Context: an optimization exercise on an open-source flow, tuned for small area. The choices shown serve that exercise and are no tape-out recipe.
In this exercise RTL edits were held to simulation tests only and were not proved equivalent to the original.
No activity file was given, so power comes from the tool's default toggle rates.

== maple ==
// aqtc_td
module aqtc_td (
    input  wire        clk,
    input  wire        rst,
    input  wire        in_valid,
    input  wire [31:0] in_sample,
    output reg         out_valid,
    output reg         out_nan,
    output wire [8:0]  out_nanidx,
    output wire        out_res,
    output wire [2:0]  out_code,
    output wire [2:0]  out_idx
);
    localparam [30:0] TD_FLOOR = 31'h3B480000;    
    function gt31;    
        input [30:0] x, y;
        integer n;
        begin
            gt31 = 1'b0;
            for (n = 0; n < 31; n = n + 1)
                gt31 = y[n] ? (x[n] & gt31) : (x[n] | gt31);
        end
    endfunction
    reg  [8:0]  r;         
    reg  [30:0] E, P, Q, H;
    reg         post, t1, hi0, hi1;
    reg  [2:0]  best;
    reg         z0, z1;
    wire [30:0] mag   = in_sample[30:0];
    wire [8:0]  rn    = r + 9'd1;            
    wire        first = (r[5:0] == 6'd63);
    wire        bnd   = in_valid & (r[5:0] == 6'd62);
    wire        s_gt  = gt31(mag, E);
    wire        e_ge_fl = ~gt31(TD_FLOOR, E);
    wire [30:0] F     = s_gt ? mag : E;           
    wire [2:0]  seg   = r[8:6];                   
    wire [2:0]  ps    = first ? r[8:6] : r[8:6] - 3'd1;
    wire [30:0] cb = bnd ? F : (post ? E : P);
    wire [30:0] ca = bnd ? P : (t1 ? H : Q);
    wire        cgt;
    aqtc_fcmp u_cmp (.b(cb), .a(ca), .t2(post), .t3(bnd), .gt(cgt));
  ...
Size: about 9400 um^2 of cells after synthesis.
==> module aqtc_td, before the edit <==
module aqtc_td (
    input  wire        clk,
    input  wire        rst,
    input  wire        in_valid,
    input  wire [31:0] in_sample,
    output reg         out_valid,
    output reg         out_nan,
    output wire [8:0]  out_nanidx,
    output wire        out_res,
    output wire [2:0]  out_code,
    output wire [2:0]  out_idx
);
    localparam [30:0] TD_FLOOR = 31'h3B480000;    
    function gt31;    
        input [30:0] x, y;
        integer n;
        begin
            gt31 = 1'b0;
            for (n = 0; n < 31; n = n + 1)
                gt31 = y[n] ? (x[n] & gt31) : (x[n] | gt31);
        end
    endfunction
    reg  [8:0]  r;         
    reg  [30:0] E, P, Q, H;
    reg         post, t1, hi0, hi1;
    reg  [2:0]  best;
    reg         z0, z1;
    wire [30:0] mag   = in_sample[30:0];
    wire [8:0]  rn    = r + 9'd1;            
    wire        first = (r[5:0] == 6'd63);
    wire        bnd   = in_valid & (r[5:0] == 6'd62);
    wire        s_gt  = gt31(mag, E);
    wire        e_ge_fl = ~gt31(TD_FLOOR, E);
    wire [30:0] F     = s_gt ? mag : E;           
    wire [2:0]  seg   = r[8:6];                   
    wire [2:0]  ps    = first ? r[8:6] : r[8:6] - 3'd1;
    wire [30:0] cb = bnd ? F : (post ? E : P);
    wire [30:0] ca = bnd ? P : (t1 ? H : Q);
    wire        cgt;
    aqtc_fcmp u_cmp (.b(cb), .a(ca), .t2(post), .t3(bnd), .gt(cgt));
    wire        p_gt_a = gt31(P, ca);
    wire        t1c   = t1 & ps[2];
    wire        act   = (r[8] & (bnd | post)) | t1c;
    wire [2:0]  cur   = bnd ? seg : (post ? (r[7] ? 3'd3 : 3'd2) : 3'd1);
    wire        take  = act & cgt & ((best == 3'd0) | (cur < best));
    always @(posedge clk) begin
        if (in_valid)
            E <= (first | s_gt) ? mag : E;
        if (post)
            P <= E;
        if (nan_cap)
            H[8:0] <= nan_j;
        else if (t1 && !ps[2] && !out_nan && (ps == 3'd0 || p_gt_a))
            H <= P;
        if ((post && (seg == 3'd3 || seg == 3'd5)) ||
            (!t1 && (ps == 3'd3 || ps == 3'd5) && p_gt_a))
            Q <= P;
        if (post && seg == 3'd3)
            best <= 3'd0;
        else if (take)
            best <= cur;
        if (post && !r[8])
            hi0 <= (seg != 3'd0 && hi0) | e_ge_fl;
        if (post && r[8])
            hi1 <= (seg != 3'd4 && hi1) | e_ge_fl;
    end
    always @(posedge clk) begin
        if (rst) begin
            r         <= 9'h1FF;
            post      <= 1'b0;
            t1        <= 1'b0;
            out_valid <= 1'b0;
        end else begin
            if (in_valid)
                r <= rn;
            post      <= bnd;
            t1        <= post;
            out_valid <= t1 & (ps == 3'd7);
        end
    end
    wire       is_nan  = (mag[30:23] == 8'hFF) & (|mag[22:0]);
    wire       at2     = (rn == 9'd2);
    wire       nan_cap = in_valid & (at2 ? (z0 | z1 | is_nan) :
                         ((rn[8:2] != 7'd0 || rn[1:0] == 2'd3) && is_nan && !out_nan));
    wire [8:0] nan_j   = at2 ? {7'd0, ~z0 & ~z1, ~z0 & z1} : rn;
    always @(posedge clk) begin
        if (in_valid) begin
            if (rn == 9'd0)
                z0 <= is_nan;
            if (rn == 9'd1)
                z1 <= is_nan;
            if (at2)
                out_nan <= z0 | z1 | is_nan;
            else if (nan_cap)
                out_nan <= 1'b1;
        end
    end
    assign out_nanidx = out_nan ? H[8:0] : 9'd0;
    wire       silent   = ~hi0 | ~hi1;
    assign out_res  = ~out_nan & ~silent & (best != 3'd0);
    assign out_code = out_nan ? 3'd0 : silent ? 3'd4 :
                      (best == 3'd0) ? 3'd0 : (best == 3'd1) ? 3'd1 :
                      (best[2:1] == 2'b01) ? 3'd2 : 3'd3;
    assign out_idx  = (out_nan | silent) ? 3'd0 : best;
endmodule
clock: 30.0 ns
lec_check: 0
cap_margin: 5
core_margin: 2
core_utilization: 65
cts_buf_list: sky130_fd_sc_hd__clkbuf_8
slew_margin: 5
standard.sh (not shown) runs the stock make flow with config.mk's settings and CLKGATE_MAP_FILE= SYNTH_SCRIPT=/design/flow/synth_recipe.tcl, a recipe that flattens the netlist after the stock synthesis.
==> flow/flow/run.sh <==
#!/bin/bash
# Standard ORFS layout, with an area-oriented ABC mapping script, no
# pre-ABC adder extraction and the smallest buffer on the ports.
set -euo pipefail
here=$(pwd)
rm -rf "$here/scripts"
cp -r "$FLOW_HOME/scripts" "$here/scripts"
cp "$here/flow/abc_area.script" "$here/scripts/abc_speed.script"
export SCRIPTS_DIR="$here/scripts"
export ADDER_MAP_FILE=
export BUFFER_PORTS_ARGS="-buffer_cell sky130_fd_sc_hd__buf_1"
bash standard.sh > "$here/standard.log" 2>&1
==> flow/flow/abc_area.script <==
strash
balance
rewrite
refactor
balance
rewrite
rewrite -z
balance
refactor -z
rewrite -z
balance
&get -n
&dc2
&put
balance
rewrite
refactor
balance
rewrite
rewrite -z
balance
refactor -z
rewrite -z
balance
&get -n
&dc2
&put
balance
rewrite
refactor
balance
rewrite
rewrite -z
balance
refactor -z
rewrite -z
balance
resub -K 8
resub -K 10 -N 2
dch -f
amap
topo
stime -c
## Diff of input files: pine against maple
==> flow/design.v, changed modules only <==
module aqtc_td (
    input  wire        clk,
    input  wire        rst,
    input  wire        in_valid,
    input  wire [31:0] in_sample,
    output reg         out_valid,
    output reg         out_nan,
    output wire [8:0]  out_nanidx,
    output wire        out_res,
    output wire [2:0]  out_code,
    output wire [2:0]  out_idx
);
    localparam [30:0] TD_FLOOR = 31'h3B480000;    
    function gt31;    
        input [30:0] x, y;
        integer n;
        begin
            gt31 = 1'b0;
            for (n = 0; n < 31; n = n + 1)
                gt31 = y[n] ? (x[n] & gt31) : (x[n] | gt31);
        end
    endfunction
    reg  [8:0]  r;         
    reg  [30:0] E, P, Q, H;
    reg         post, t1, hi0, hi1;
    reg  [2:0]  best;
    reg         z0, z1;
    wire [30:0] mag   = in_sample[30:0];
    wire [8:0]  rn    = r + 9'd1;            
    wire        first = (r[5:0] == 6'd63);
    wire        bnd   = in_valid & (r[5:0] == 6'd62);
    wire        s_gt  = gt31(mag, E);
    wire        e_ge_fl = ~gt31(TD_FLOOR, E);
    wire        e_ld  = in_valid & (first | s_gt);
    wire [30:0] En    = (mag & {31{e_ld}}) | (E & {31{~e_ld}});
    wire [2:0]  seg   = r[8:6];                   
    wire [2:0]  ps    = first ? r[8:6] : r[8:6] - 3'd1;
    wire        is_nan  = (mag[30:23] == 8'hFF) & (|mag[22:0]);
    wire        at2     = (rn == 9'd2);
    wire        nan_cap = in_valid & (at2 ? (z0 | z1 | is_nan) :
                         ((rn[8:2] != 7'd0 || rn[1:0] == 2'd3) && is_nan && !out_nan));
    wire [8:0]  nan_j   = at2 ? {7'd0, ~z0 & ~z1, ~z0 & z1} : rn;
    wire [30:0] cb = bnd ? En : (post ? E : P);
    wire [30:0] ca = bnd ? P : (t1 ? H : Q);
    wire        cgt;
    aqtc_fcmp u_cmp (.b(cb), .a(ca), .t2(post), .t3(bnd), .gt(cgt));
    wire        p_gt_a = gt31(P, ca);
    wire        t1c   = t1 & ps[2];
    wire        act   = (r[8] & (bnd | post)) | t1c;
    wire [2:0]  cur   = bnd ? seg : (post ? (r[7] ? 3'd3 : 3'd2) : 3'd1);
    wire        take  = act & cgt & ((best == 3'd0) | (cur < best));
    always @(posedge clk) begin
        E <= En;
        if (post)
            P <= E;
        if (nan_cap)
            H[8:0] <= nan_j;
        else if (t1 && !ps[2] && !out_nan && (ps == 3'd0 || p_gt_a))
            H <= P;
        if ((post && (seg == 3'd3 || seg == 3'd5)) ||
            (!t1 && (ps == 3'd3 || ps == 3'd5) && p_gt_a))
            Q <= P;
        if (post && seg == 3'd3)
            best <= 3'd0;
        else if (take)
            best <= cur;
        if (post && !r[8])
            hi0 <= (seg != 3'd0 && hi0) | e_ge_fl;
        if (post && r[8])
            hi1 <= (seg != 3'd4 && hi1) | e_ge_fl;
    end
    always @(posedge clk) begin
        if (rst) begin
            r         <= 9'h1FF;
            post      <= 1'b0;
            t1        <= 1'b0;
            out_valid <= 1'b0;
        end else begin
            if (in_valid)
                r <= rn;
            post      <= bnd;
            t1        <= post;
            out_valid <= t1 & (ps == 3'd7);
        end
    end
    always @(posedge clk) begin
        if (in_valid) begin
            if (rn == 9'd0)
                z0 <= is_nan;
            if (rn == 9'd1)
                z1 <= is_nan;
            if (at2)
                out_nan <= z0 | z1 | is_nan;
            else if (nan_cap)
                out_nan <= 1'b1;
        end
    end
    assign out_nanidx = out_nan ? H[8:0] : 9'd0;
    wire       silent   = ~hi0 | ~hi1;
    assign out_res  = ~out_nan & ~silent & (best != 3'd0);
    assign out_code = out_nan ? 3'd0 : silent ? 3'd4 :
                      (best == 3'd0) ? 3'd0 : (best == 3'd1) ? 3'd1 :
                      (best[2:1] == 2'b01) ? 3'd2 : 3'd3;
    assign out_idx  = (out_nan | silent) ? 3'd0 : best;
endmodule
==> results.txt <==
- In the tables for pine and maple, non-clock buffer count reads higher with pine.
- Of pine and maple, the higher number of cells on the critical path belongs to maple.
- maple → pine: combinational power now larger, length of the first detailed-routing pass in iterations grew by 1, total chip power climbed 0.16 mW, setup slack +1.34 ns.
- Cell depth of the worst flop-to-flop path | pine below maple
- For the number of antenna violations at the first check in global routing, pine came in 1 lower than maple did.
- Compared with maple, pine improves static leakage power.
- met3 wire length was higher in pine than in maple.

-- port drivers added, routing unchanged --
Ports are ideal in the flow. The routed layouts listed here were re-timed in OpenROAD. Step 1: set_driving_cell puts a clkbuf_16 on clk and a buf_2 on each other input, an assumption about the parent block. Step 2 adds t to the input delays and takes it off the output delays; t is the mean of the earliest and latest rising clock arrival at the registers after step 1. Input paths then give back, and output paths get back, about the clock's delay inside the block. a / b / c = no drivers / after step 1 / after step 2; a / b = the first two.
run | t (ns) | setup WS [ns] | hold WS [ns] | worst setup path at the end | pins driven straight from the clock port
maple | 0.508 | 8.630 / 8.645 / 8.137 | 0.468 / 0.468 / 0.468 | input to register | 1
pine | 0.510 | 9.968 / 9.989 / 9.480 | 0.483 / 0.483 / 0.483 | input to register | 1
After both steps setup and hold are still met in every run listed. For maple, which loses most, drivers alone change the setup slack by +0.015 ns; drivers and shift together by -0.493 ns.
